This design comes from an exercise in tuning for a short achievable clock period and few clock cycles per item on the open sky130 flow, not from production work.
At most, simulation tests tie the RTL to the original design; equivalence was not proved.
For run 5, only the layout was checked, not whether the RTL still works.
The clock cells of runs 1, 4 and 5 come from the design's own scripts or RTL, not from TritonCTS.
The clock port is modelled as an ideal driver, which makes a skipped or thinned clock tree look cheaper than it is; a real chip needs a root buffer or a tree.
Power and IR drop assume default switching activity.

File: flow/config.mk
export PLATFORM = sky130hd
export DESIGN_NAME = hesch_cpu
export DESIGN_NICKNAME = hesch_cpu
export VERILOG_FILES = /design/flow/design.v
export SDC_FILE = /design/flow/constraint.sdc
export NUM_CORES = 4
export LEC_CHECK = 0
export CAP_MARGIN = 20
export CORE_MARGIN = 2
export CORE_UTILIZATION = 40
export PLACE_DENSITY = 0.6
export SLEW_MARGIN = 20
File: flow/standard.sh
#!/bin/bash
# synth_recipe.tcl (not shown) runs the flow's synth.tcl, then flattens the netlist and writes it again
# the make line also repeats each setting of config.mk as NAME=value (left out here)
make -C /OpenROAD-flow-scripts/flow DESIGN_CONFIG=/design/flow/config.mk WORK_HOME=/design/flow/orfs CLKGATE_MAP_FILE= SYNTH_SCRIPT=/design/flow/synth_recipe.tcl "${@:-finish}"
File: flow/design.v
module hesch_ucode (
    input  wire [7:0] b,
    output wire [6:0] alu,
    output wire [3:0] sl,
    output wire [3:0] sr,
    output wire       wr
);
    wire [3:0] op = b[3:0];
    assign alu[0] = op[2:0] == 3'd0;
    assign alu[1] = op[2:0] == 3'd1;
    assign alu[2] = op[2:0] == 3'd2;
    assign alu[3] = op[2:0] == 3'd3;
    assign alu[4] = op[2:0] == 3'd4;
    assign alu[5] = op[2:0] == 3'd6;
    assign alu[6] = op[2:0] == 3'd7;
    assign sl = 4'b0001 << b[7:6];
    assign sr = 4'b0001 << b[5:4];
    assign wr = !op[3] && op != 4'd5;
endmodule
module hesch_alu (
    input  wire [6:0] op,
    input  wire [7:0] l,
    input  wire [7:0] r,
    output wire [7:0] y
);
    wire [7:0] sum, dif;
    hesch_alu_add u_add (.a(l), .b(r),  .cin(1'b0), .s(sum));
    hesch_alu_add u_sub (.a(l), .b(~r), .cin(1'b1), .s(dif));
    assign y = ({8{op[0]}} & sum)
             | ({8{op[1]}} & dif)
             | ({8{op[2]}} & (l & r))
             | ({8{op[3]}} & (l | r))
             | ({8{op[4]}} & (l ^ r))
             | ({8{op[5]}} & {l[6:0], 1'b0})
             | ({8{op[6]}} & {1'b0, l[7:1]});
endmodule
module hesch_alu_add (
    input  wire [7:0] a,
    input  wire [7:0] b,
    input  wire       cin,
    output wire [7:0] s
);
    wire [7:0] p0 = a ^ b;
    wire [7:0] g0 = a & b;
    wire [7:0] g1, p1, g2, p2, g3, p3;
    assign g1[0] = g0[0] | (p0[0] & cin);
    assign p1[0] = 1'b0;
    genvar i;
    generate
        for (i = 1; i < 8; i = i + 1) begin : l1
            assign g1[i] = g0[i] | (p0[i] & (i == 1 ? (g0[0] | (p0[0] & cin)) : g0[i-1]));
            assign p1[i] = (i == 1) ? 1'b0 : (p0[i] & p0[i-1]);
        end
        for (i = 0; i < 8; i = i + 1) begin : l2
            if (i < 2) begin : lo
                assign g2[i] = g1[i];
                assign p2[i] = 1'b0;
            end else begin : hi
                assign g2[i] = g1[i] | (p1[i] & g1[i-2]);
                assign p2[i] = p1[i] & p1[i-2];
            end
        end
        for (i = 0; i < 8; i = i + 1) begin : l3
            if (i < 4) begin : lo
                assign g3[i] = g2[i];
                assign p3[i] = 1'b0;
            end else begin : hi
                assign g3[i] = g2[i] | (p2[i] & g2[i-4]);
                assign p3[i] = p2[i] & p2[i-4];
            end
        end
    endgenerate
    assign s = p0 ^ {g3[6:0], cin};
endmodule
module hesch_cpu (
    input  wire       clk,
    input  wire       rst,
    output wire [7:0] mem_addr,
    input  wire [7:0] mem_rdata,
    output wire       mem_we,
    output wire [7:0] mem_wdata,
    output wire       out_valid,
    output wire [7:0] out_data,
    output wire       halted,
    output wire       fault
);
    reg  [7:0] addr;
    reg  [7:0] ir;
    reg        k_opc, k_movo, k_jmpo;
    reg  [6:0] d_alu;
    reg  [3:0] d_sl, d_sr;
    reg        d_wr;
    reg        wr_q;
    reg        aw_q;       
    reg        ks_opc, ks_movo, ks_jmpo;
    reg        halted_q;
    reg        fault_q;
    reg  [7:0] ra, rb, rc, rd;
    reg  [7:0] bank;
    reg        we_q;
    reg        ov_q;
    reg  [7:0] data_q;
    wire [7:0] b = mem_rdata;
    wire [7:0] addr_inc = addr + 8'd1;
    wire [3:0] op     = ir[3:0];
    wire       i_mov  = op == 4'd8;
    wire       i_jmp  = op == 4'd9;
    wire       i_stop = op[3] && op[2] && (op[1] || op[0]);
    wire       e_stop = k_opc && i_stop;
    wire [3:0] dst    = ir[7:4];
    wire       m_pc   = k_movo && dst == 4'd4;
    wire       m_mem  = k_movo && dst == 4'd5 && ir[2:0] != 3'd5;
    wire       m_out  = k_movo && dst == 4'd9;
    wire       m_bank = k_movo && dst == 4'd7;
    wire [3:0] m_reg  = k_movo ? ((5'b00001 << dst) & 5'b01111) : 4'b0000;
    wire [3:0] a_reg  = (k_opc && d_wr) ? d_sl : 4'b0000;
    wire f_movo = k_opc && i_mov;
    wire f_jmpo = k_opc && i_jmp;
    wire f_opc  = !(f_movo || f_jmpo || e_stop || m_pc);
    wire n_opc  = !halted_q && !wr_q && (aw_q ? ks_opc  : f_opc);
    wire n_movo = !halted_q && !wr_q && (aw_q ? ks_movo : f_movo);
    wire n_jmpo = !halted_q && !wr_q && (aw_q ? ks_jmpo : f_jmpo);
    reg [7:0] src;
    always @(*) begin
        case (ir[2:0])
            3'd0:    src = ra;
            3'd1:    src = rb;
            3'd2:    src = rc;
            3'd3:    src = rd;
            3'd4:    src = addr;
            3'd5:    src = ir;
            3'd6:    src = ra;
            default: src = bank;
        endcase
    end
    wire [7:0] op_l = ({8{d_sl[0]}} & ra) | ({8{d_sl[1]}} & rb) |
                      ({8{d_sl[2]}} & rc) | ({8{d_sl[3]}} & rd);
    wire [7:0] op_r = ({8{d_sr[0]}} & ra) | ({8{d_sr[1]}} & rb) |
                      ({8{d_sr[2]}} & rc) | ({8{d_sr[3]}} & rd);
    wire [7:0] alu_y;
    hesch_alu u_alu (
        .op (d_alu),
        .l  (op_l),
        .r  (op_r),
        .y  (alu_y)
    );
    wire [6:0] b_alu;
    wire [3:0] b_sl, b_sr;
    wire       b_wr;
    hesch_ucode u_dec (
        .b   (b),
        .alu (b_alu),
        .sl  (b_sl),
        .sr  (b_sr),
        .wr  (b_wr)
    );
    assign mem_addr  = addr;
    assign mem_we    = we_q;
    assign mem_wdata = data_q;
    assign out_valid = ov_q;
    assign out_data  = data_q;
    assign halted    = halted_q;
    assign fault     = fault_q;
    always @(posedge clk) begin
        ir     <= b;
        d_alu  <= b_alu;
        d_sl   <= b_sl;
        d_sr   <= b_sr;
        d_wr   <= b_wr;
        data_q <= src;
        if (wr_q) begin
            ks_opc  <= f_opc && !halted_q;
            ks_movo <= f_movo && !halted_q;
            ks_jmpo <= f_jmpo && !halted_q;
        end
    end
    always @(posedge clk) begin
        if (rst) begin
            addr     <= 8'h00;
            k_opc    <= 1'b0;
            k_movo   <= 1'b0;
            k_jmpo   <= 1'b0;
            wr_q     <= 1'b0;
            aw_q     <= 1'b0;
            halted_q <= 1'b0;
            fault_q  <= 1'b0;
            ra       <= 8'h00;
            rb       <= 8'h00;
            rc       <= 8'h00;
            rd       <= 8'h00;
            bank     <= 8'h00;
            we_q     <= 1'b0;
            ov_q     <= 1'b0;
        end else begin
            k_opc  <= n_opc;
            k_movo <= n_movo;
            k_jmpo <= n_jmpo;
            wr_q   <= m_mem;
            aw_q   <= wr_q;
            we_q   <= m_mem;
            ov_q   <= m_out;
            if (e_stop) begin
                halted_q <= 1'b1;
                fault_q  <= op[1];
            end
            if (a_reg[0]) ra <= alu_y; else if (m_reg[0]) ra <= src;
            if (a_reg[1]) rb <= alu_y; else if (m_reg[1]) rb <= src;
            if (a_reg[2]) rc <= alu_y; else if (m_reg[2]) rc <= src;
            if (a_reg[3]) rd <= alu_y; else if (m_reg[3]) rd <= src;
            if (m_bank) bank <= src;
            if (n_jmpo)
                addr <= b;
            else if (m_pc)
                addr <= src;
            else if (m_mem)
                addr <= addr - 8'd1;    
            else if (wr_q)
                addr <= addr + 8'd2;    
            else
                addr <= addr_inc;
        end
    end
endmodule
File: flow/flow/post_cts.tcl
# Rebuild the clock tree as clk -> 4 x clkbuf_16 -> registers.
set block [ord::get_db_block]
set clk_net [$block findNet clk]

# the tree TritonCTS built: buffers and dummy loads reached from clk
set tree_insts {}
set tree_nets {}
set sinks {}
set todo [list $clk_net]
while {[llength $todo] > 0} {
  set net [lindex $todo 0]
  set todo [lrange $todo 1 end]
  foreach it [$net getITerms] {
    if {![$it isInputSignal] && [$it getIoType] ne "INPUT"} { continue }
    set inst [$it getInst]
    set mname [[$inst getMaster] getName]
    if {[string match "sky130_fd_sc_hd__clkbuf_*" $mname] || [string match "sky130_fd_sc_hd__clkinv_*" $mname]} {
      lappend tree_insts $inst
      foreach ot [$inst getITerms] {
        if {[$ot getIoType] eq "OUTPUT" && [$ot getNet] ne "NULL"} {
          lappend tree_nets [$ot getNet]
          lappend todo [$ot getNet]
        }
      }
    } else {
      lappend sinks $it
    }
  }
}
puts "post_cts: [llength $tree_insts] tree cells, [llength $sinks] sinks"

foreach it $sinks { $it disconnect }
foreach inst $tree_insts { odb::dbInst_destroy $inst }
foreach net $tree_nets { odb::dbNet_destroy $net }

# split the sinks into four groups of equal size: by x, then each half by y
proc sink_xy {it} {
  set box [[$it getInst] getBBox]
  return [list [expr {([$box xMin] + [$box xMax]) / 2}] [expr {([$box yMin] + [$box yMax]) / 2}]]
}
set items {}
foreach it $sinks { lappend items [concat [list $it] [sink_xy $it]] }
set items [lsort -integer -index 1 $items]
set n [llength $items]
set half [expr {$n / 2}]
set groups {}
foreach part [list [lrange $items 0 [expr {$half - 1}]] [lrange $items $half end]] {
  set part [lsort -integer -index 2 $part]
  set m [llength $part]
  set h [expr {$m / 2}]
  lappend groups [lrange $part 0 [expr {$h - 1}]] [lrange $part $h end]
}

set master [[ord::get_db] findMaster sky130_fd_sc_hd__clkbuf_16]
set k 0
foreach g $groups {
  set sx 0; set sy 0
  foreach e $g { incr sx [lindex $e 1]; incr sy [lindex $e 2] }
  set cx [expr {$sx / [llength $g]}]
  set cy [expr {$sy / [llength $g]}]
  set buf [odb::dbInst_create $block $master "clkbuf_q$k"]
  $buf setLocation [expr {$cx - 2000}] [expr {$cy - 1360}]
  $buf setPlacementStatus PLACED
  set net [odb::dbNet_create $block "clknet_q$k"]
  $net setSigType CLOCK
  [$buf findITerm A] connect $clk_net
  [$buf findITerm X] connect $net
  foreach e $g { [lindex $e 0] connect $net }
  puts "post_cts: clkbuf_q$k at $cx $cy drives [llength $g] sinks"
  incr k
}

detailed_placement
estimate_parasitics -placement
repair_timing_helper
detailed_placement
check_placement -verbose
report_clock_skew
File: flow/constraint.sdc
create_clock -name core_clock -period 10.0 [get_ports {clk}]
set_input_delay 2.0000 -clock core_clock [delete_from_list [all_inputs] [get_ports {clk}]]
set_output_delay 2.0000 -clock core_clock [all_outputs]
set_load 0.01 [all_outputs]
File: flow/flow/margin.txt
7.4
File: flow/flow/run.sh
#!/bin/bash
# The standard layout, with two changes to how it is made:
#  - repair_timing is asked for extra setup margin, so that it keeps
#    improving paths well past what the 10 ns clock needs;
#  - after clock-tree synthesis, the tree is rebuilt as one level of four
#    equal clkbuf_16 buffers, each driving the registers of one quarter of
#    the core (flow/post_cts.tcl), and timing is repaired again.
set -euo pipefail
MARGIN=$(cat flow/margin.txt)
bash standard.sh finish SETUP_SLACK_MARGIN=$MARGIN POST_CTS_TCL=$PWD/flow/post_cts.tcl > flow_make.log 2>&1
==> results.ini, run 1 <==
[run_status]
status=no timing/DRC/antenna violations

[floorplan]
num_rows=43
dieArea_sq_um=15100
die_y_microns=123
core_sq_um=13800
io_pins=38
initial_core_util_pct=40.8
die_w_microns=123

[critical_path]
worst_r2r_startpoint=d_sl[0]$_SDFF_PP0_
path_delay_family=flip-flops
end_kind=primary output
cp_data_arrival_time_ps=650
max_stage_delay_ps=370
path_buf_inv=1
regToRegEndpoint=ra[5]$_SDFFE_PP0P_
cp_max_fo=2
cp_slowest_cell=dfxtp_4
start_kind=register
setup.worst_path.class=reg -> out
regToRegSetupSlack_ps=7360
cp.required_ps=8000
r2r_cells=10
crit_path_cell_trace=buf_6

[sta]
finalSetupViolations=0
fin_crit_sh_pct=26.5
worst_slew_pin_slew_ps=951
hold_violations=0
slew_headroom_pct=36.6
slew_viol_final=0
grt_setup_unrepaired=true
clock.fmax_mhz=377
setup_slack_ps=7350
fin_tns_setup_ps=0
fin_skew_ps=25.6
period_needed_ps=2650

[grt]
globalRouteOverflowTotal=0
grtUsageTotal_pct=25.9
grt_max_degree=57
grt_pass1_vias=5270
antenna_found_initial=0
grt_pass1_wl_mm=30.0

[synth]
postSynthCellCount=718
synth-seq-area-share_pct=32.4
synth_edf_count=3
netlist-cell-type-count=64
ys_ff_latch=90
ys_warn_count=1
syn_area_per_cell_sq_um=7.86
synth_nets=758
synth.cell_area_sq_um=5650
synthArstFlopShare_pct=0
synth_ff_type=dfxtp_1

[pwr]
comb_power_share_pct=22.0
p_sw_share_pct=29.5
switching_power_mw=0.218
p_int_mw=0.520
power_density_nw_per_um2=109
clockPowerShare_pct=24.1
p_seq_share_pct=53.9
peakVddDrop_mv=0.106
leakage_nw=2.49

[placement]
numPortBuffers=37
dpl_worst_slack_ps=6710
gp_congestion=0.939
place_inst=876
dpl.hpwl_mm=13.1
dpl_cell_area_sq_um=5980

[detailed_routing]
drtPass1Iterations=7
first_iter_violations=696
post-route-drc-count=0
vias_per_cell=6.15
avgRoutedWirePerCell_microns=21.2
num_vias=5628
ant_nets=0
routed_wl_mm=19.4

[job]
drv_cap=0

[cells_and_area]
layout_commonest_cell=nand2_1
stdcell_area_sq_um=6770
layout_common_cells=89 x nand2_1, 57 x dfxtp_1, 52 x a21oi_1
final_cells=915
syn2layout_area_growth_pct=19.9
antennaDiodeCount=0
fillers=1311
final_util_pct=49.0
drive_gt1_share_pct=24.6
fin_nets=776

[hold_path]
worstHoldPathCells=2
hold_start=fault_q$_SDFFE_PP0P_
worstHoldEndpoint=fault_q$_SDFFE_PP0P_
hp-class=reg -> reg

[clock_network]
clk_pin_slew_worst_paths_ps=110
clock_latency_ps=170
clock-sinks=90

## synth_stat cells, drive strengths merged, types with 3 or more instances
cell type	n	share of area (%)
nand3b	4	0.53
xnor2	8	1.2
o21bai	3	0.40
dfxtp	87	31
xor2	5	0.78
o31ai	3	0.40
nor2b	9	1.0
a211oi	23	3.1
a221oi	20	3.1
or3	5	0.55
o2bb2ai	4	0.62
ha	28	6.2
nor3	16	1.4
a21boi	4	0.53
o2111ai	3	0.47
and3	7	0.78
mux2i	19	3.4
a22oi	38	5.1
o211ai	4	0.53
a21oi	54	4.8
nor2	51	3.4
edfxtp	3	1.6
a31oi	5	0.55
inv	40	2.7
a21o	4	0.53
mux2	3	0.60
nand2	99	6.6
clkbuf	43	2.9
a211o	3	0.47
a222oi	3	0.53
o21ai	26	2.3
nor4	7	0.78
nand4	8	0.89
nand3	17	1.5
nand2b	8	0.89
or2	5	0.60
nor3b	5	0.66
buf	19	2.2
## how the worst max path moves through the flow
stage                        from              endpoint  slack (ps)  depth (start not counted)
2_1_floorplan        mem_rdata[0]  addr[0]$_SDFFE_PP0P_        7410                          3
6_report       addr[6]$_SDFF_PP0_           mem_addr[6]        7350                          1
5_1_grt        d_sl[0]$_SDFF_PP0_    ra[5]$_SDFFE_PP0P_        7310                         10
3_5_place_dp      we_q$_SDFF_PP0_                mem_we        6710                          1
3_3_place_gp      we_q$_SDFF_PP0_                mem_we        6730                          1
## metrics by stage
step / hold WS [ps] / power [mW]
after global placement: 474 / 0.535
after global routing: 506 / 0.766
after floorplan: 461 / 0.488
after detailed placement: 469 / 0.538
final: 492 / 0.738
## power groups by stage
stage / combinational, mW / clock [mW] / sequential (mW)
finish: 0.162 / 0.178 / 0.398
detailed placement: 0.131 / 0 / 0.407
floorplan: 0.0940 / 0 / 0.394
global route: 0.174 / 0.192 / 0.400
global placement: 0.129 / 0 / 0.407
## layout make-up
type                            instances  area, sq um  share of cell area [%]
Buffer                                  4          100                    1.48
Clock inverter                          1         11.3                   0.166
Inverter                               40          150                    2.22
Multi-Input combinational cell        526         3710                    54.8
Sequential cell                        90         1910                    28.2
Tap cell                              180          225                    3.33
Timing Repair Buffer                   74          663                    9.80
## per-layer routing
layer	track usage, %	up-vias	routed length, microns	part of all wire (%)
li1	-	2607	-	-
met1	35.0	2698	8190	42
met2	41.8	271	9160	47
met3	3.81	52	1430	7.4
met4	9.20	0	608	3.1
met5	0	-	0	0
## cell families after synthesis
group | share of synthesized area, %
AND/OR/NAND/NOR | 21.1
AO/OA/AOI/OAI | 25.5
buffers and inverters | 7.71
flip-flops | 32.4
adder cells (fa/ha/maj) | 6.91
multiplexers | 4.37
XOR/XNOR | 2.02
## registers in the layout (all words and copies together), names as in the netlist, 4 cells and up
signal	cells
rc	8
d_alu	7
rd	8
data_q	8
bank	8
rb	8
ir	8
addr	8
d_sl	4
d_sr	4
ra	8
Testbench counts, summed over its fixed seeds: cycles 14,206, instructions 9,586.
==> run 2: changes to the inputs <==
==> flow/flow/margin.txt (replaced) <==
7.5
==> run 2 against run 1 <==
Against the previous run: final area increased by 3.0%; largest power group unchanged; clock power increased by 22%; first-iteration DRC count decreased by 33%; utilization increased by 1.5 points; cell count increased by 0.44%; sequential share of layout area decreased by 0.76 points; worst hold slack improved by 10 ps; sequential power about the same; die area unchanged; register-to-register slack improved by 140 ps.
==> results.ini, run 2 <==
[synth]
synth-simple-area-share_pct=21.1
synth.cell_area_sq_um=5650
synth_nets=758
synth_most_common_cell=nand2_1
synth_mux_area_share_pct=4.37
syn_area_per_cell_sq_um=7.86
ys_ff_latch=90
synth_fa_ha_area_share_pct=6.91
synth_ff_type=dfxtp_1
synth_commonest_cells=99 x nand2_1, 87 x dfxtp_1, 54 x a21oi_1, 51 x nor2_1, 43 x clkbuf_1
postSynthCellCount=718
netlist.area_leader.share_pct=30.8
synth_edf_count=3
netlist-cell-type-count=64
ys_warn_count=1
synth.largest_area_cell=dfxtp_1
synth_area_leaders=dfxtp_1 31%, nand2_1 6.6%, ha_1 6.2%, a22oi_1 5.1%, a21oi_1 4.8%
synthArstFlopShare_pct=0
synth_compound_area_share_pct=25.5
synth_top_family_by_area=compound AO/OA/AOI/OAI gates
synth-seq-area-share_pct=32.4
yosys.area_share.xor_xnor_pct=2.02

[placement]
numPortBuffers=37
dpl_cell_area_sq_um=6060
dpl.hpwl_mm=13.3
gp_congestion=0.899

[cells_and_area]
layout_commonest_cell=nand2_1
layout_common_cells=90 x nand2_1, 54 x dfxtp_1, 49 x a21oi_1, 49 x nor2_1, 38 x inv_1
drive_gt1_share_pct=28.6
stdcell_area_sq_um=6970
syn2layout_area_growth_pct=23.4
antennaDiodeCount=0
fin_nets=777

[detailed_routing]
post-route-drc-count=0
wl_met2_mm=9.25
routed_wl_mm=18.6
vias_per_cell=6.01
avgRoutedWirePerCell_microns=20.3
wl_met3_microns=967
drt-met1-wl_mm=8.12
drtPass1Iterations=5
ant_nets=0
first_iter_violations=464
top_layer_used=met4
num_vias=5526

[grt]
grtUsageTotal_pct=24.8
antenna_found_initial=0
grt_max_degree=57
grt_pass1_wl_mm=29.0
globalRouteOverflowTotal=0
grt_pass1_vias=5296

[sta]
grt_setup_unrepaired=true
clock.fmax_mhz=376
hold_violations=0
fin_tns_setup_ps=0
fin_crit_sh_pct=26.6
fin_skew_ps=12.0
period_needed_ps=2660
worst_slew_pin_slew_ps=953
slew_headroom_pct=36.0
slew_viol_final=0
finalSetupViolations=0

[critical_path]
max_stage_delay_ps=370
start_kind=register
path_delay_family=flip-flops
setup.worst_path.class=reg -> out
end_kind=primary output
crit_path_cell_trace=buf_6
cp_data_arrival_time_ps=660
worst_r2r_startpoint=d_sl[0]$_SDFF_PP0_
cp.required_ps=8000
path_buf_inv=1
startpoint=addr[7]$_SDFF_PP0_
cp_max_fo=2
cp_slowest_cell=dfxtp_4

[clock_network]
clock_latency_ps=170
clock-sinks=90
clk_pin_slew_worst_paths_ps=110

[pwr]
switching_power_mw=0.226
p_sw_share_pct=29.0
clockPowerShare_pct=27.8
power_density_nw_per_um2=112
comb_power_share_pct=20.8
p_int_mw=0.553
leakage_nw=2.53
p_seq_share_pct=51.4
peakVddDrop_mv=0.0872

[floorplan]
die_w_microns=123
die_y_microns=123
core_sq_um=13800
initial_core_util_pct=40.8
num_rows=43
io_pins=38
dieArea_sq_um=15100

[hold_path]
hp-class=reg -> reg
hold_start=fault_q$_SDFFE_PP0P_

[job]
drv_cap=0

[run_status]
status=no timing/DRC/antenna violations

run 2: cell types whose count changed in the layout (fill, tap and decap cells not counted), moves of 4 or more:
cell and change:
buf_4 +4, a22oi_1 -4, clkbuf_2 -4, a221oi_2 +7
a22oi_2 +4, a221oi_1 -7, a211oi_1 -4
run 2: per-stage QoR:
stage | util [%] | hold WS [ps] | cells | power (mW) | worst slack, ps
finish | 50.4 | 502 | 919 | 0.779 | 7340
global route | 50.4 | 529 | 919 | 0.808 | 7320
detailed placement | 43.8 | 469 | 875 | 0.539 | 6630
floorplan | - | 461 | 718 | 0.494 | 7480
global placement | 43.8 | 471 | 875 | 0.536 | 6660
run 2: worst paths after layout:
check                    endpoint  slack (ps)  depth (start not counted)
max                   mem_addr[7]        7340                          1
max reg2reg    rd[5]$_SDFFE_PP0P_        7500                         10
min          fault_q$_SDFFE_PP0P_         500                          2
min reg2reg  fault_q$_SDFFE_PP0P_         500                          2
run 2: layer usage:
layer	track usage, %	vias up
li1	-	2623
met1	32.5	2672
met2	43.0	212
met3	2.79	19
met4	6.90	0
met5	0	-
run 2: cell type report:
cell class	count	area [sq um]
Tap cell	180	225
Buffer	4	100
Multi-Input combinational cell	526	3830
Clock inverter	4	56.3
Timing Repair Buffer	75	694
Inverter	40	153
Fill cell	1279	6860
Sequential cell	90	1920
run 2: power by group through the flow:
| stage | combinational, mW | clock (mW) | sequential, mW |
|---|---|---|---|
| after floorplan | 0.100 | 0 | 0.394 |
| after global placement | 0.128 | 0 | 0.408 |
| after detailed placement | 0.131 | 0 | 0.408 |
| after global routing | 0.175 | 0.231 | 0.402 |
| final | 0.162 | 0.217 | 0.400 |
run 2: kinds of logic (layout without fill, tap and decap cells):
group / count (synthesis) / in the layout
buffers and inverters: 102 / 123
muxes: 23 / 23
and+or+nand+nor: 251 / 251
DFF: 90 / 90
adders and majority gates: 30 / 30
xor gates and xnor gates: 13 / 13
AOI/OAI and AO/OA: 209 / 209
==> run 3: changes to the inputs <==
--- a/flow/config.mk
+++ b/flow/config.mk
@@ -9,4 +9,4 @@
 export CORE_MARGIN = 2
 export CORE_UTILIZATION = 40
-export PLACE_DENSITY = 0.6
+export PLACE_DENSITY = 0.75
 export SLEW_MARGIN = 20
==> run 3 against run 2 <==
Against the previous run: total power grew 0.92%; cell count grew 0.54%; flip-flop and latch count is the same; final area grew 0.41%; die area is the same; synthesized cell count is the same; area after synthesis is the same; first-iteration DRC count grew 7.1%; clock skew grew 5.3 ps; fmax grew 0.15%; routed wire length shrank 8.1%; largest cell class unchanged; clock power grew 2%.
==> results.ini, run 3 <==
[run_status]
status=no timing/DRC/antenna violations

[sta]
setup_slack_ps=7350
period_needed_ps=2650
hold_violations=0
worst_slew_pin_slew_ps=994
slew_headroom_pct=33.2
slew_viol_final=0
fin_tns_setup_ps=0
finalSetupViolations=0
grt_setup_unrepaired=true
fin_crit_sh_pct=26.5
fin_skew_ps=17.3
clock.fmax_mhz=377

[synth]
netlist-cell-type-count=64
ys_ff_latch=90
synth.cell_area_sq_um=5650
netlist.area_leader.share_pct=30.8
syn_area_per_cell_sq_um=7.86
synthArstFlopShare_pct=0
synth_ff_type=dfxtp_1
synth.largest_area_cell=dfxtp_1
synth_nets=758
synth_edf_count=3
synth-seq-area-share_pct=32.4
synth_most_common_cell=nand2_1
ys_warn_count=1
synth_area_leaders=dfxtp_1 31%, nand2_1 6.6%, ha_1 6.2%, a22oi_1 5.1%, a21oi_1 4.8%
postSynthCellCount=718
synth_commonest_cells=99 x nand2_1, 87 x dfxtp_1, 54 x a21oi_1, 51 x nor2_1, 43 x clkbuf_1

[critical_path]
cp_max_fo=2
max_stage_delay_ps=370
path_delay_family=flip-flops
r2r_cells=11
path_buf_inv=1
cp_data_arrival_time_ps=650
regToRegSetupSlack_ps=7450
end_kind=primary output
worst_r2r_startpoint=d_sl[0]$_SDFF_PP0_
cp.required_ps=8000
cp_slowest_cell=dfxtp_4
setup.worst_path.class=reg -> out
crit_path_cell_trace=buf_6
start_kind=register
regToRegEndpoint=rc[6]$_SDFFE_PP0P_

[grt]
grt_pass1_vias=5250
antenna_found_initial=0
grtUsageTotal_pct=22.8
grt_pass1_wl_mm=27.3
globalRouteOverflowTotal=0
grt_max_degree=57

[pwr]
peakVddDrop_mv=0.0977
leakage_nw=2.54
p_seq_share_pct=50.9
clockPowerShare_pct=28.3
p_int_mw=0.558
comb_power_share_pct=20.8
power_density_nw_per_um2=112
p_sw_share_pct=29.0
switching_power_mw=0.228

[detailed_routing]
ant_nets=0
num_vias=5594
first_iter_violations=497
avgRoutedWirePerCell_microns=18.5
routed_wl_mm=17.1
vias_per_cell=6.05
post-route-drc-count=0
drtPass1Iterations=5

[cells_and_area]
fin_nets=780
antennaDiodeCount=0
drive_gt1_share_pct=28.8
final_util_pct=50.6
layout_commonest_cell=nand2_1
final_cells=924
layout_common_cells=90 x nand2_1, 54 x dfxtp_1, 49 x a21oi_1, 49 x nor2_1
syn2layout_area_growth_pct=24.0

[placement]
dpl.hpwl_mm=11.7
gp_congestion=0.930
place_inst=874
numPortBuffers=37
dpl_worst_slack_ps=6680

[floorplan]
num_rows=43
die_y_microns=123
die_w_microns=123
initial_core_util_pct=40.8
core_sq_um=13800
dieArea_sq_um=15100
io_pins=38

[hold_path]
worstHoldEndpoint=fault_q$_SDFFE_PP0P_
hp-class=reg -> reg
worstHoldPathCells=2
hold_start=fault_q$_SDFFE_PP0P_

[job]
drv_cap=0

[clock_network]
clock_latency_ps=170
clk_pin_slew_worst_paths_ps=110
clock-sinks=90

-- run 3: cell counts after synthesis --
Identical to the previous run, type by type.
-- run 3: power by group through the flow --
stage               registers [mW]  clock network, mW  logic, mW
floorplan                    0.394                  0      0.100
global placement             0.408                  0      0.125
detailed placement           0.408                  0      0.127
global route                 0.402              0.237      0.177
finish                       0.400              0.222      0.164
-- run 3: cell families (layout without fill, tap and decap cells) --
| logic type | Yosys count | after routing | synth area share, % |
|---|---|---|---|
| xor+xnor | 13 | 13 | 2.02 |
| fa+ha+maj | 30 | 30 | 6.91 |
| compound gates | 209 | 209 | 25.5 |
| simple gates | 251 | 251 | 21.1 |
| flops | 90 | 90 | 32.4 |
| buf+inv | 102 | 128 | 7.71 |
| mux | 23 | 23 | 4.37 |
-- run 3: layer usage --
metal,track usage (%),vias to the layer above,share of wire (%),routed length [microns]
met5,0,-,0,0
met4,9.48,0,3.5,591
met3,3.02,54,6.7,1150
met2,36.9,256,48,8180
met1,30.4,2663,42,7210
li1,-,2621,-,-
-- run 3: area by class of cell --
cell class                 instances  area, sq um
buffer                             4          100
fill                            1243         6830
clock inverter                     6         71.3
multi-input combinational        526         3820
timing repair buffer              78          719
tap                              180          225
sequential                        90         1910
inverter                          40          153
-- run 3: worst max path at each step --
| stage | startpoint | cells past startpoint | end |
|---|---|---|---|
| 3_3_place_gp | rst | 3 | addr[6]$_SDFF_PP0_ |
| 3_5_place_dp | rst | 3 | addr[6]$_SDFF_PP0_ |
| 6_report | addr[6]$_SDFF_PP0_ | 1 | mem_addr[6] |
| 5_1_grt | addr[0]$_SDFFE_PP0P_ | 1 | mem_addr[0] |
| 2_1_floorplan | rst | 3 | rc[5]$_SDFFE_PP0P_ |
-- run 3: metrics by stage --
| stage | cell area, sq um | power [mW] | hold WS, ps |
|---|---|---|---|
| 6_report | 7000 | 0.786 | 504 |
| 5_1_grt | 7000 | 0.816 | 520 |
| 3_5_place_dp | 6050 | 0.535 | 479 |
| 3_3_place_gp | 6050 | 0.534 | 468 |
| 2_1_floorplan | 5810 | 0.494 | 461 |
==> run 4: changes to the inputs <==
--- a/flow/config.mk
+++ b/flow/config.mk
@@ -8,5 +8,5 @@
 export CAP_MARGIN = 20
 export CORE_MARGIN = 2
-export CORE_UTILIZATION = 40
-export PLACE_DENSITY = 0.75
+export CORE_UTILIZATION = 50
+export PLACE_DENSITY = 0.65
 export SLEW_MARGIN = 20
==> run 4 against run 3 <==
Against the previous run: cell count fell by 3.4%; critical endpoint is now mem_addr[3]; first-iteration DRC count rose by 4.8%; total power fell by 2.3%; still clean; clock power fell by 12%; fmax rose by 0.19%; register-to-register slack barely moved; highest routed layer unchanged.
==> results.ini, run 4 <==
[run_status]
status=no timing/DRC/antenna violations

[critical_path]
cp.required_ps=8000
start_kind=register
path_buf_inv=1
path_delay_family=flip-flops
worst_r2r_startpoint=d_sr[2]$_SDFF_PN0_
crit_path_cell_trace=buf_6
setup.worst_path.class=reg -> out
regToRegSetupSlack_ps=7440
cp_data_arrival_time_ps=650
cp_slowest_cell=dfxtp_4
regToRegEndpoint=rd[6]$_SDFFE_PP0P_
max_stage_delay_ps=370
cp_max_fo=2
r2r_cells=12
end_kind=primary output

[pwr]
power_density_nw_per_um2=109
leakage_nw=2.61
peakVddDrop_mv=0.105
total_power_mw=0.768

[floorplan]
initial_core_util_pct=51.6
io_pins=38
core_sq_um=10900
die_w_microns=110
num_rows=38
dieArea_sq_um=12200
die_y_microns=110

[synth]
synth.cell_area_sq_um=5650
netlist.area_leader.share_pct=30.8
synthArstFlopShare_pct=0
synth_ff_type=dfxtp_1
synth.largest_area_cell=dfxtp_1
synth_edf_count=3
ys_ff_latch=90
synth_area_leaders=dfxtp_1 31%, nand2_1 6.6%, ha_1 6.2%, a22oi_1 5.1%, a21oi_1 4.8%
synth_most_common_cell=nand2_1
synth-seq-area-share_pct=32.4
ys_warn_count=1
netlist-cell-type-count=64
synth_nets=758
synth_commonest_cells=99 x nand2_1, 87 x dfxtp_1, 54 x a21oi_1, 51 x nor2_1, 43 x clkbuf_1
postSynthCellCount=718
syn_area_per_cell_sq_um=7.86

[cells_and_area]
fin_nets=794
layout_commonest_cell=nand2_1
syn2layout_area_growth_pct=24.8
layout_common_cells=88 x nand2_1, 54 x dfxtp_1, 51 x a21oi_1, 51 x nor2_1, 50 x buf_4
antennaDiodeCount=0
fillers=951
final_util_pct=64.5
final-seq-area_sq_um=1920
drive_gt1_share_pct=30.7
multi_input_area_sq_um=3850

[detailed_routing]
drtPass1Iterations=5
avgRoutedWirePerCell_microns=21.0
ant_nets=0
first_iter_violations=521
num_vias=5641
routed_wl_mm=18.7
post-route-drc-count=0
vias_per_cell=6.32

[placement]
dpl.hpwl_mm=12.8
numPortBuffers=37
gp_congestion=0.963

[sta]
slew_viol_final=0
worst_slew_pin_slew_ps=1160
fin_tns_setup_ps=0
clock.fmax_mhz=378
slew_headroom_pct=22.0
fin_skew_ps=18.6
fin_crit_sh_pct=26.5
grt_setup_unrepaired=true
period_needed_ps=2650
finalSetupViolations=0
hold_violations=0

[hold_path]
hold_start=bank[4]$_SDFFE_PP0P_
worstHoldEndpoint=bank[4]$_SDFFE_PP0P_
worstHoldPathCells=2
hp-class=reg -> reg

[grt]
grt_pass1_wl_mm=29.7
grt_pass1_vias=5524
antenna_found_initial=0
grtUsageTotal_pct=31.8
grt_max_degree=57
globalRouteOverflowTotal=0

[clock_network]
clk_pin_slew_worst_paths_ps=100
clock_latency_ps=160
clock-sinks=90

[job]
drv_cap=0

==> run 4: changes by cell type in the layout (fill, tap and decap cells not counted), moves of 3 or more <==
cell and change:
buf_4 +12, a21oi_2 -4, a22oi_1 -8, a22oi_2 +8, clkdlybuf4s15_2 -4, inv_6 -3
==> run 4: cells by family after synthesis <==
family / Yosys count / share of synthesized area, %
AO/OA/AOI/OAI: 209 / 25.5
XOR/XNOR: 13 / 2.02
adder cells (fa/ha/maj): 30 / 6.91
buffers and inverters: 102 / 7.71
flip-flops: 90 / 32.4
multiplexers: 23 / 4.37
AND/OR/NAND/NOR: 251 / 21.1
==> run 4: per-layer routing <==
| metal | part of all wire (%) | GRT usage, % |
|---|---|---|
| met3 | 4.8 | 3.41 |
| met5 | 0 | 0 |
| met4 | 2.4 | 11.2 |
| met1 | 43 | 41.1 |
| met2 | 50 | 55.2 |
==> run 4: metrics by stage <==
stage / std cells / hold WS (ps) / setup WS, ps / area [sq um]
2_1_floorplan: 718 / 461 / 7480 / 5810
3_3_place_gp: 835 / 473 / 6670 / 6010
3_5_place_dp: 835 / 488 / 6650 / 6010
5_1_grt: 893 / 536 / 7340 / 7050
6_report: 893 / 506 / 7350 / 7050
==> run 4: worst max path at each step <==
| stage | start | endpoint | depth (start not counted) |
|---|---|---|---|
| 6_report | addr[3]$_SDFF_PP0_ | mem_addr[3] | 1 |
| 3_3_place_gp | rst | addr[6]$_SDFF_PP0_ | 3 |
| 3_5_place_dp | rst | addr[6]$_SDFF_PP0_ | 3 |
| 5_1_grt | d_sr[2]$_SDFF_PN0_ | rd[6]$_SDFFE_PP0P_ | 12 |
| 2_1_floorplan | rst | rc[5]$_SDFFE_PP0P_ | 3 |
==> run 4: layout make-up <==
class,count,area share [%]
Buffer,4,1.42
Clock inverter,1,0.426
Inverter,40,2.13
Timing Repair Buffer,92,11.7
Multi-Input combinational cell,526,54.7
Sequential cell,90,27.2
Tap cell,140,2.49
==> run 4: power by group <==
| group | switching (mW) | leakage [nW] | total (mW) | internal [mW] |
|---|---|---|---|---|
| logic | 0.0959 | 1.79 | 0.173 | 0.0776 |
| clock network | 0.0961 | 0.0634 | 0.196 | 0.0999 |
| registers | 0.0247 | 0.757 | 0.398 | 0.373 |
| total | 0.217 | 2.61 | 0.768 | 0.551 |
==> run 5: changes to the inputs <==
--- a/flow/design.v
+++ b/flow/design.v
@@ -86,4 +86,5 @@
 );
     reg  [7:0] addr;
+    reg  [7:0] ma_q;       
     reg  [7:0] ir;
     reg        k_opc, k_movo, k_jmpo;
@@ -95,4 +96,5 @@
     reg        ks_opc, ks_movo, ks_jmpo;
     reg        halted_q;
+    reg        run_q;      
     reg        fault_q;
     reg  [7:0] ra, rb, rc, rd;
@@ -102,5 +104,5 @@
     reg  [7:0] data_q;
     wire [7:0] b = mem_rdata;
-    wire [7:0] addr_inc = addr + 8'd1;
+    reg  [7:0] next_addr;
     wire [3:0] op     = ir[3:0];
     wire       i_mov  = op == 4'd8;
@@ -118,7 +120,19 @@
     wire f_jmpo = k_opc && i_jmp;
     wire f_opc  = !(f_movo || f_jmpo || e_stop || m_pc);
-    wire n_opc  = !halted_q && !wr_q && (aw_q ? ks_opc  : f_opc);
-    wire n_movo = !halted_q && !wr_q && (aw_q ? ks_movo : f_movo);
-    wire n_jmpo = !halted_q && !wr_q && (aw_q ? ks_jmpo : f_jmpo);
+    wire n_opc  = run_q && !wr_q && (aw_q ? ks_opc  : f_opc);
+    wire n_movo = run_q && !wr_q && (aw_q ? ks_movo : f_movo);
+    wire n_jmpo = run_q && !wr_q && (aw_q ? ks_jmpo : f_jmpo);
+    always @(*) begin
+        if (n_jmpo)
+            next_addr = b;
+        else if (m_pc)
+            next_addr = src;
+        else if (m_mem)
+            next_addr = addr - 8'd1;    
+        else if (wr_q)
+            next_addr = addr + 8'd2;    
+        else
+            next_addr = addr + 8'd1;
+    end
     reg [7:0] src;
     always @(*) begin
@@ -155,5 +169,5 @@
         .wr  (b_wr)
     );
-    assign mem_addr  = addr;
+    assign mem_addr  = ma_q;
     assign mem_we    = we_q;
     assign mem_wdata = data_q;
@@ -170,7 +184,7 @@
         data_q <= src;
         if (wr_q) begin
-            ks_opc  <= f_opc && !halted_q;
-            ks_movo <= f_movo && !halted_q;
-            ks_jmpo <= f_jmpo && !halted_q;
+            ks_opc  <= f_opc && run_q;
+            ks_movo <= f_movo && run_q;
+            ks_jmpo <= f_jmpo && run_q;
         end
     end
@@ -178,4 +192,5 @@
         if (rst) begin
             addr     <= 8'h00;
+            ma_q     <= 8'h00;
             k_opc    <= 1'b0;
             k_movo   <= 1'b0;
@@ -184,4 +199,5 @@
             aw_q     <= 1'b0;
             halted_q <= 1'b0;
+            run_q    <= 1'b1;
             fault_q  <= 1'b0;
             ra       <= 8'h00;
@@ -196,5 +212,5 @@
             k_movo <= n_movo;
             k_jmpo <= n_jmpo;
-            wr_q   <= m_mem;
+            wr_q   <= m_mem && run_q;
             aw_q   <= wr_q;
             we_q   <= m_mem;
@@ -202,4 +218,5 @@
             if (e_stop) begin
                 halted_q <= 1'b1;
+                run_q    <= 1'b0;
                 fault_q  <= op[1];
             end
@@ -209,15 +226,8 @@
             if (a_reg[3]) rd <= alu_y; else if (m_reg[3]) rd <= src;
             if (m_bank) bank <= src;
-            if (n_jmpo)
-                addr <= b;
-            else if (m_pc)
-                addr <= src;
-            else if (m_mem)
-                addr <= addr - 8'd1;    
-            else if (wr_q)
-                addr <= addr + 8'd2;    
-            else
-                addr <= addr_inc;
-        end
-    end
-endmodule
+            ma_q <= next_addr;
+            if (run_q)
+                addr <= next_addr;
+        end
+    end
+endmodule
--- a/flow/config.mk
+++ b/flow/config.mk
@@ -8,5 +8,5 @@
 export CAP_MARGIN = 20
 export CORE_MARGIN = 2
-export CORE_UTILIZATION = 50
-export PLACE_DENSITY = 0.65
+export CORE_UTILIZATION = 40
+export PLACE_DENSITY = 0.6
 export SLEW_MARGIN = 20
==> run 5 against run 4 <==
Against the previous run: still clean; combinational power shrank 2%; register-to-register slack lost 20 ps; sequential power grew 12%; synthesized cell count grew 3.5%; critical path depth grew 4; final area grew 8.6%; utilization shrank 14 points; cell count grew 7.3%; fmax shrank 1.1%; clock skew grew 7.1 ps; critical endpoint is now addr[3]$_SDFFE_PP0P_; largest power group unchanged.
==> results.ini, run 5 <==
[run_status]
status=no timing/DRC/antenna violations

[detailed_routing]
wl_met2_mm=9.70
routed_wl_mm=21.0
post-route-drc-count=0
first_iter_violations=717
wl_met3_mm=1.73
drt-met1-wl_mm=8.91
ant_nets=0
num_vias=5914
vias_per_cell=6.17
top_layer_used=met4
avgRoutedWirePerCell_microns=21.9
drtPass1Iterations=6

[sta]
slew_viol_final=0
fin_skew_ps=25.7
period_needed_ps=2680
fin_tns_setup_ps=0
clock.fmax_mhz=374
finalSetupViolations=0
fin_crit_sh_pct=26.8
hold_violations=0
grt_setup_unrepaired=true
worst_slew_pin_slew_ps=939
slew_headroom_pct=37.2

[cells_and_area]
syn2layout_area_growth_pct=23.9
fin_nets=809
final_util_pct=50.5
layout_common_cells=69 x dfxtp_1, 65 x nor2_1, 53 x nand2_1
layout_commonest_cell=dfxtp_1
drive_gt1_share_pct=29.0
antennaDiodeCount=0
stdcell_area_sq_um=7650

[floorplan]
initial_core_util_pct=40.8
dieArea_sq_um=16400
die_y_microns=128
core_sq_um=15100
die_w_microns=128
num_rows=45
io_pins=38

[placement]
dpl_cell_area_sq_um=6500
numPortBuffers=37
dpl.hpwl_mm=14.1
gp_congestion=0.920

[synth]
synth_nets=783
synth_most_common_cell=dfxtp_1
synth_ff_type=dfxtp_1
synth-seq-area-share_pct=32.9
synth_edf_count=3
syn_area_per_cell_sq_um=8.31
postSynthCellCount=743
netlist.area_leader.share_pct=31.4
ys_ff_latch=100
synthArstFlopShare_pct=0
synth_area_leaders=dfxtp_1 31%, ha_1 5.7%, a22oi_1 4.6%, nor2_1 4.4%, mux2i_1 3.9%
synth-simple-area-share_pct=21.6
netlist-cell-type-count=80
synth.largest_area_cell=dfxtp_1
synth_fa_ha_area_share_pct=6.32
synth_top_family_by_area=compound AO/OA/AOI/OAI gates
synth_mux_area_share_pct=4.44
synth_commonest_cells=97 x dfxtp_1, 72 x nor2_1, 64 x nand2_1, 39 x inv_1, 38 x a22oi_1
yosys.area_share.xor_xnor_pct=1.13
synth.cell_area_sq_um=6180
synth_compound_area_share_pct=26.0
ys_warn_count=1

[critical_path]
startpoint=rst
cp_common_cell=buf_12
endpoint=addr[3]$_SDFFE_PP0P_
max_stage_delay_ps=300
cp_data_arrival_time_ps=2800
crit_path_cell_trace=buf_12, buf_12, nand2b_4, a2111o_1, o21ai_1
end_kind=register
path_buf_inv=2
cp_max_fo=7
path_delay_family=compound AO/OA/AOI/OAI gates
crit_cells=5
r2r_cells=9
cp_slowest_cell=a2111o_1
regToRegEndpoint=ra[6]$_SDFFE_PP0P_
start_kind=input port
cp.required_ps=10120
setup.worst_path.class=in -> reg
regToRegSetupSlack_ps=7420
worst_r2r_startpoint=d_sr[0]$_SDFF_PP0_

[hold_path]
hold_start=halted_q$_SDFFE_PP0P_
hp-class=reg -> reg

[clock_network]
clock_latency_ps=180
clk_pin_slew_worst_paths_ps=120
clock-sinks=100

[grt]
globalRouteOverflowTotal=0
grt_pass1_vias=5504
grt_max_degree=40
grtUsageTotal_pct=24.8
antenna_found_initial=0
grt_pass1_wl_mm=31.7

[pwr]
peakVddDrop_mv=0.0875
power_density_nw_per_um2=109
leakage_nw=2.81

[job]
drv_cap=0

[run 5: report_power, final]
group          internal [mW]  total, mW  switching [mW]
registers              0.416      0.444          0.0279
logic                 0.0764      0.169          0.0929
clock network          0.105      0.224           0.119
total                  0.598      0.838           0.240
[run 5: worst register-to-register path: stages (launching register included)]
cell	delay [ps]
dfxtp_4	400
a22oi_1	220
nand2_1	150
ha_4	330
inv_1	60
a221o_1	390
or3_1	370
a21oi_1	330
o21ai_0	170
nand3_1	100
[run 5: worst min-delay path by stage]
stage	depth (start not counted)	endpoint
after global routing	2	halted_q$_SDFFE_PP0P_
after floorplan	2	ov_q$_SDFF_PP0_
after global placement	2	halted_q$_SDFFE_PP0P_
after detailed placement	2	halted_q$_SDFFE_PP0P_
final	2	halted_q$_SDFFE_PP0P_
[run 5: cells by family (layout without fill, tap and decap cells)]
logic type      count (synthesis)  in the layout
compound gates                210            210
xor+xnor                        8              8
fa+ha+maj                      30             30
buf+inv                       102            129
flops                         100            100
mux                            27             27
simple gates                  266            266
[run 5: layout make-up]
| cell class | instances | area (sq um) |
|---|---|---|
| flip-flops and latches | 100 | 2090 |
| plain buffers | 4 | 100 |
| clock inverters | 3 | 47.5 |
| inverters | 40 | 158 |
| fillers | 1379 | 7490 |
| repair buffers | 82 | 790 |
| well taps | 188 | 235 |
| multi-input cells | 541 | 4240 |
[run 5: layer usage]
| metal | global-route usage, % | vias to the layer above |
|---|---|---|
| met5 | 0 | - |
| met2 | 38.6 | 298 |
| met4 | 8.79 | 0 |
| li1 | - | 2747 |
| met1 | 34.5 | 2824 |
| met3 | 4.30 | 45 |
[run 5: through the flow]
step | hold slack [ps] | total power [mW] | setup WS (ps) | cells
after global routing | 494 | 0.867 | 7280 | 958
final | 466 | 0.838 | 7320 | 958
after global placement | 442 | 0.579 | 6690 | 911
after floorplan | 452 | 0.537 | 7230 | 743
after detailed placement | 445 | 0.582 | 6680 | 911

==> separate check: timing with driven ports <==
No port has a modelled driver above. Below, the same layouts with a new extraction and two added sets of constraints. Step 1 (the two cells are an assumption about what drives the block):
set clk [get_ports {clk}]
set_driving_cell -lib_cell sky130_fd_sc_hd__clkbuf_16 $clk
set_driving_cell -lib_cell sky130_fd_sc_hd__buf_2 [delete_from_list [all_inputs] $clk]
Step 2 moves the port delays by t, midway between the first and last clock arrival at a register: inputs arrive t later, outputs are due t later. That takes back most of the time a late clock gives input paths. Three values: no drivers, after step 1, after step 2; two values: the first two.
run	shift t [ns]	slack for setup (ns)	clock arrival spread, ns
run 1	0.243	7.349 / 7.262 / 7.275	0.025 / 0.025
run 2	0.246	7.343 / 7.258 / 7.353	0.012 / 0.012
run 3	0.247	7.347 / 7.262 / 7.320	0.018 / 0.017
run 4	0.234	7.352 / 7.271 / 7.314	0.019 / 0.019
run 5	0.252	7.323 / 7.275 / 7.104	0.026 / 0.025
After both steps every run listed still meets setup and hold. The setup slack of run 5, which loses most, moves by -0.048 ns with the drivers and by -0.219 ns with both steps.
